Background: an optimization exercise with open tools, aiming at small area, a short achievable clock period and few clock cycles per item. Do not read the settings as production practice.
Function was checked by simulation only, so behaviour that the tests miss may differ from the original.

## flow/design.v (module list and top-level ports; edited modules follow where they fit)
// module gt3b_cal: 81 lines
// module gt3b_div: 90 lines
// module gt3b_fu: 52 lines
// module gt3b_chp: 66 lines
// module gt3b_slew: 41 lines
// module gt3b_sc: 967 lines
module gt3b_sc (
    input  wire        clk,
    input  wire        rst,
    input  wire        req_valid,
    output wire        req_ready,
    input  wire        req_write,
    input  wire [6:0]  req_addr,
    input  wire [15:0] req_wdata,
    output reg         rsp_valid,
    output reg  [15:0] rsp_rdata,
    output wire        ev_valid,
    output wire [3:0]  ev_ch,
    output wire [15:0] ev_val,
    output wire        ev_frame,
    output wire [3:0]  nch
);
  // ...
==> flow/run.sh <==
#!/bin/bash
# synth_recipe.tcl (not shown) runs the flow's synth.tcl, then flattens the netlist and writes it again
# the make line also repeats each setting of config.mk as NAME=value (left out here)
make -C /OpenROAD-flow-scripts/flow DESIGN_CONFIG=/design/flow/config.mk WORK_HOME=/design/flow/orfs CLKGATE_MAP_FILE= SYNTH_SCRIPT=/design/flow/synth_recipe.tcl finish
==> flow/config.mk <==
export PLATFORM = sky130hd
export DESIGN_NAME = gt3b_sc
export DESIGN_NICKNAME = gt3b_sc
export VERILOG_FILES = /design/flow/design.v
export SDC_FILE = /design/flow/constraint.sdc
export NUM_CORES = 4
export LEC_CHECK = 0
export ABC_AREA = 1
export CAP_MARGIN = 20
export CORE_MARGIN = 2
export CORE_UTILIZATION = 50
export PLACE_DENSITY = 0.65
export SLEW_MARGIN = 20
==> flow/constraint.sdc <==
create_clock -name core_clock -period 20.0 [get_ports {clk}]
set_input_delay 4.0000 -clock core_clock [delete_from_list [all_inputs] [get_ports {clk}]]
set_output_delay 4.0000 -clock core_clock [all_outputs]
set_load 0.01 [all_outputs]
==> tab_implementation.tex, run 1 <==
\begin{tabular}{lr}
\hline
Metric & Value \\
\hline
\multicolumn{2}{l}{\textbf{Run status}} \\
\quad Status & timing/DRC/antenna clean \\
\multicolumn{2}{l}{\textbf{Cells and area}} \\
\quad Number of diodes & 18 \\
\quad Fraction of final layout cells with drive strength greater than 1 & about 4.7\% \\
\quad Most common cell after layout, fill and taps aside & nand2\_1 \\
\quad Non-clock buffers & 350 \\
\quad Most frequent cells in the layout & nand2\_1, inv\_1, nor2\_1, ha\_1, o21ai\_0 \\
\quad Number of sequential cells & about 1700 \\
\quad Footprint of the multi-input gates & around 0.098 mm2 \\
\multicolumn{2}{l}{\textbf{Route}} \\
\quad Wire length reported by the detailed router & 634000 um \\
\quad Remaining antenna violation count & 0 \\
\quad Number of vias per cell after detailed routing & 5.98 \\
\quad Routed length on met3 & about 76000 um \\
\multicolumn{2}{l}{\textbf{Synth}} \\
\quad Ys flop type & edfxtp\_1 \\
\quad Area share of the largest cell type after synthesis & 18.1\% \\
\quad Synth area leaders & edfxtp\_1, ha\_1, fa\_1, dfxtp\_1, nand2\_1 \\
\quad Simple-gate share of the synthesized area & between 15 and 20\% \\
\quad Post-synth EDFFs & 953 \\
\multicolumn{2}{l}{\textbf{Global route}} \\
\quad Gr ovfl total & 0 \\
\quad Routing usage on met1 & between 50\% and 60\% \\
\multicolumn{2}{l}{\textbf{Min path}} \\
\quad Number of cells on the worst hold path & 0 \\
\quad Origin of the worst min-delay path & u\_chp.c1\_lv[5]\$\_DFF\_P\_ \\
\multicolumn{2}{l}{\textbf{Clock tree}} \\
\quad Total number of clock tree sinks & between 1500 and 2000 \\
\quad Clock slew at the register clock pins of the worst setup and hold paths & 0.06 ns \\
\quad Count of buffers added by post-CTS timing repair for setup & 0 \\
\multicolumn{2}{l}{\textbf{STA}} \\
\quad Achievable clock frequency & around 130 MHz \\
\quad Crit path setup slack, layout & 12.10 ns \\
\quad Number of hold-slack violations in the final timing report & 0 \\
\quad Summed negative setup slack over all endpoints & 0 ns \\
\multicolumn{2}{l}{\textbf{Floorplanning}} \\
\quad Starting density of the core & between 50 and 60\% \\
\quad Floorplan die area & about 0.32 mm2 \\
\multicolumn{2}{l}{\textbf{Critical path}} \\
\quad Worst-case register-to-register setup slack & approximately 12 ns \\
\quad Biggest cell delay along the critical path & 0.62 ns \\
\multicolumn{2}{l}{\textbf{Placement}} \\
\quad Detailed placer's ending HPWL & 499000 um \\
\quad Cell Count Post-Placement & 24264 \\
\quad Worst setup slack after placement & 12.13 ns \\
\hline
\end{tabular}
Testbench counts, summed over its fixed seeds: cycles 23,041, frames 960.
==> run 2: changes to the inputs <==
--- a/flow/config.mk
+++ b/flow/config.mk
@@ -6,8 +6,7 @@
 export NUM_CORES = 4
 export LEC_CHECK = 0
-export ABC_AREA = 1
 export CAP_MARGIN = 20
 export CORE_MARGIN = 2
-export CORE_UTILIZATION = 50
-export PLACE_DENSITY = 0.65
+export CORE_UTILIZATION = 40
+export PLACE_DENSITY = 0.6
 export SLEW_MARGIN = 20
==> run 2 against run 1 <==
Still clean. Worst hold slack better by 0.011 ns. Core utilization down 10 points. First-iteration DRC count fell by 29%. Via count decreased by 14%. Count of clock-buffer cells in the layout grew 11. Clock skew is 0.065 ns higher. Fmax is 11% lower. Largest cell class unchanged. Highest routed layer unchanged.
==> tab_implementation.tex, run 2 <==
\begin{tabular}{lr}
\hline
Metric & Value \\
\hline
\multicolumn{2}{l}{\textbf{Run status}} \\
\quad Status & timing/DRC/antenna clean \\
\multicolumn{2}{l}{\textbf{STA}} \\
\quad Achievable clock frequency & 113 MHz (-11\%) \\
\quad Pins over their slew limit & 0 \\
\quad Final setup fails & 0 \\
\quad Final critical-path required period & 8.88 ns \\
\quad RSZ-0062 raised after global routing & false \\
\quad Summed negative setup slack over all endpoints & 0 ns (unchanged) \\
\quad Tcrit/Tclk final & 44.4\% \\
\quad Relative max-transition margin & roughly an eighth \\
\quad Actual slew at the worst max-slew pin & approximately 1.3 ns \\
\quad Final clock skew & roughly 0.19 ns \\
\quad Number of hold-slack violations in the final timing report & 0 (unchanged) \\
\multicolumn{2}{l}{\textbf{Global route}} \\
\quad Via count of the first global-routing pass & roughly 120k \\
\quad Total global routing track utilization & approximately 28\% \\
\quad Wire length of the first global-routing pass & roughly 820000 um \\
\quad Gr ovfl total & 0 (unchanged) \\
\quad Antenna violations before repair & between 40 and 50 \\
\quad Maximum number of pins on one net before global-route repair & 87 \\
\multicolumn{2}{l}{\textbf{Run}} \\
\quad Max cap viols & 0 \\
\multicolumn{2}{l}{\textbf{Clock tree}} \\
\quad Clock slew at the register clock pins of the worst setup and hold paths & 0.06 ns (about the same) \\
\quad Cell at the root of the clock tree & clkbuf\_16 \\
\quad Total number of clock tree sinks & 1741 (unchanged) \\
\quad CTS-repair resized insts & 0 \\
\quad Clock buffers created by TritonCTS & 210 \\
\quad Clock tree from TritonCTS & done \\
\quad Clock latency of the later-clocked register in the worst-skew pair & just over 1 ns \\
\quad CTS hold repair buffers & 0 \\
\quad Count of buffers added by post-CTS timing repair for setup & 0 (unchanged) \\
\quad CTS H-Tree Depth & 4 \\
\quad Clock tree buffer depth & 4 \\
\multicolumn{2}{l}{\textbf{Critical path}} \\
\quad Data arrival time of the worst path & $\sim$9.5 ns \\
\quad Launching element type of the critical path & flip-flop \\
\quad CP Class & flip-flop to flip-flop \\
\quad Worst-path cell with the longest stage delay & dfxtp\_4 \\
\quad WP data required & just over 20 ns \\
\quad Max Fanout on Critical Path & 52 \\
\quad Worst flop-to-flop path startpoint & u\_cal.ld\_s\$\_SDFF\_PP0\_ \\
\quad Kind of cell adding the most delay to the critical path & compound AO/OA/AOI/OAI gates \\
\quad Critical path endpoint category & flip-flop \\
\quad Origin of the worst setup path & u\_cal.ld\_s\$\_SDFF\_PP0\_ \\
\quad Biggest cell delay along the critical path & 0.73 ns (+0.11 ns) \\
\quad Worst-case register-to-register setup slack & 11.12 ns (-0.98 ns) \\
\quad Buffers plus inverters on the worst setup path & 4 \\
\multicolumn{2}{l}{\textbf{Floorplanning}} \\
\quad Floorplan die area & 0.392 mm2 (+22\%) \\
\quad Die extent in x & $\sim$630 um \\
\quad I/O pin count & $\sim$70 \\
\quad Area of the core & about 0.39 mm2 \\
\quad Vertical extent of the die & 626 um \\
\quad Standard-cell row count & $\sim$230 \\
\quad Starting density of the core & 40.1\% (-10 points) \\
\multicolumn{2}{l}{\textbf{Route}} \\
\quad Average detailed-routed wire length per instance & 25.9 um \\
\quad Drt drc & 0 \\
\quad Number of vias per cell after detailed routing & 5.83 (-2.5\%) \\
\quad Via Count & $\sim$130k \\
\quad Remaining antenna violation count & 0 (unchanged) \\
\quad Wire length reported by the detailed router & 564000 um (-11\%) \\
\quad Detailed Route Iter0 Violations & between 10000 and 15000 \\
\quad First drt pass iteration count & 10 \\
\multicolumn{2}{l}{\textbf{Synth}} \\
\quad Yosys warning count & 12 \\
\quad Area share of the largest cell type after synthesis & 18.5\% (+0.39 points) \\
\quad Synthesized area & 0.155 mm2 \\
\quad Yosys cell types & 120 \\
\quad Post-synth EDFFs & 953 (unchanged) \\
\quad Synth area leaders & edfxtp\_1, ha\_1, fa\_1, dfxtp\_1, inv\_1 \\
\quad Sequential fraction of the synthesis area & 28.7\% \\
\quad Ys flop type & edfxtp\_1 \\
\quad Ys async rst share & 0\% \\
\quad Cell types with the highest counts after synthesis & inv\_1, ha\_1, nand2\_1, nor2\_1, a21oi\_1 \\
\quad Most repeated cell in the gate-level netlist after synthesis & inv\_1 \\
\quad Count of state elements after synthesis & 1741 \\
\quad Biggest area consumer among synthesized cells & edfxtp\_1 \\
\quad Cell count after synthesis & between 15000 and 20000 \\
\quad Synthesized net count & around 19000 \\
\quad Post-synthesis area per instance & 9.33 um2 \\
\multicolumn{2}{l}{\textbf{Cells and area}} \\
\quad Final std cell area, no fill & approximately 0.17 mm2 \\
\quad Most common cell after layout, fill and taps aside & inv\_1 \\
\quad Fill count & 37383 \\
\quad Largest registers & cal\_r: 128 flops, ep\_r: 128 flops, out\_r: 120 flops \\
\quad Synthesis-to-layout area growth & 9.46\% \\
\quad Most frequent cells in the layout & inv\_1, ha\_1, nand2\_1, nor2\_1, a21oi\_1 \\
\quad Fraction of final layout cells with drive strength greater than 1 & 8.02\% (+3.3 points) \\
\quad Nets & approximately 19000 \\
\multicolumn{2}{l}{\textbf{Min path}} \\
\quad Origin of the worst min-delay path & u\_md.tag1\$\_DFF\_P\_ \\
\quad Worst hold path type & flip-flop to flip-flop \\
\multicolumn{2}{l}{\textbf{Placement}} \\
\quad Area after detailed placement & approximately 0.16 mm2 \\
\quad Port Buffers & 70 \\
\quad GP Congestion & between 1 and 1.5 \\
\quad Detailed placer's ending HPWL & 438000 um (-12\%) \\
\hline
\end{tabular}
==> run 2: cell count changes in the layout (fill, tap and decap cells not counted), sizes merged, moves of 351 or more <==
cell	delta
o21ai	-826
nand2	-2379
inv	-1567
xnor2	+421
and2	+351
nand3	-723
==> run 2: cells by family after synthesis <==
kind of cell | count (synthesis) | share of synthesized area [%]
AOI/OAI and AO/OA | 3504 | 14.7
xor gates and xnor gates | 935 | 5.30
adders and majority gates | 2388 | 23.6
buffers and inverters | 2667 | 6.55
DFF | 1741 | 28.7
muxes | 747 | 7.22
and+or+nand+nor | 4593 | 13.9
==> run 2: layout make-up <==
cell class	instances	area (um2)	share of cell area [%]
tap	5175	6470	3.82
inverter	1894	7120	4.20
timing repair buffer	423	3420	2.02
clock inverter	100	1120	0.663
sequential	1741	44400	26.2
clock buffer	290	6030	3.56
multi-input combinational	12167	101000	59.5
antenna	29	72.6	0.0429
==> run 2: per-layer routing <==
metal  share of wire [%]  global-route usage, %  vias up  wire length (um)
li1                    -                      -    57559                 -
met1                  41                   37.5    62008            230000
met2                  43                   42.5     6228            242000
met3                  11                   7.49     1354             61000
met4                 5.4                   13.1       22             30700
met5               0.022                      0        -               126
==> run 2: per-stage QoR <==
stage | setup slack, ns | std cells | hold WS [ns] | util [%]
2_1_floorplan | 12.14 | 16575 | 0.310 | -
3_3_place_gp | 11.24 | 21395 | 0.311 | 42.0
3_5_place_dp | 11.20 | 21398 | 0.312 | 42.1
4_1_cts | 11.17 | 21788 | 0.326 | 43.9
5_1_grt | 10.54 | 21806 | 0.328 | 43.9
6_report | 11.12 | 21819 | 0.327 | 43.9
==> run 2: final timing paths <==
path / cells after the start / to
hold / removal: 0 / u_md.rtag$_DFF_P_
setup / recovery: 30 / u_cal.u_st.rem[12]$_DFFE_PP_
hold reg to reg: 0 / u_md.rtag$_DFF_P_
setup reg to reg: 30 / u_cal.u_st.rem[12]$_DFFE_PP_
==> run 2: worst reg2reg max path: cells and delay by family (launching register included) <==
kind            cells  cell delay (ns)
xor+xnor            1             0.22
flops               1             0.73
fa+ha+maj           4             1.55
mux                 1             0.50
simple gates        4             1.16
compound gates     16             3.13
buf+inv             4             1.31

-- static timing again, ports no longer ideal --
How much do the figures lean on ideal ports? The routed layouts below were timed once more, with nothing changed but the port constraints.
Step 1 (the two cells are an assumption about what drives the block):
set clk [get_ports {clk}]
set_driving_cell -lib_cell sky130_fd_sc_hd__clkbuf_16 $clk
set_driving_cell -lib_cell sky130_fd_sc_hd__buf_2 [delete_from_list [all_inputs] $clk]
Step 2 adds t to the input delays and takes it off the output delays; t is the mean of the earliest and latest rising clock arrival at the registers after step 1. Input paths then give back, and output paths get back, about the clock's delay inside the block.
Three values: ideal, step 1, step 2; two values: the first two.
run	shift t [ns]	setup WS [ns]	worst hold slack (ns)	worst setup path after step 2
run 1	1.026	12.097 / 12.097 / 12.024	0.316 / 0.316 / 0.316	input to register
run 2	1.034	11.122 / 11.122 / 11.122	0.327 / 0.327 / 0.327	register to register
After both steps setup and hold are still met in every run listed. The setup slack of run 1, which loses most, moves by 0.000 ns with the drivers and by -0.073 ns with both steps.
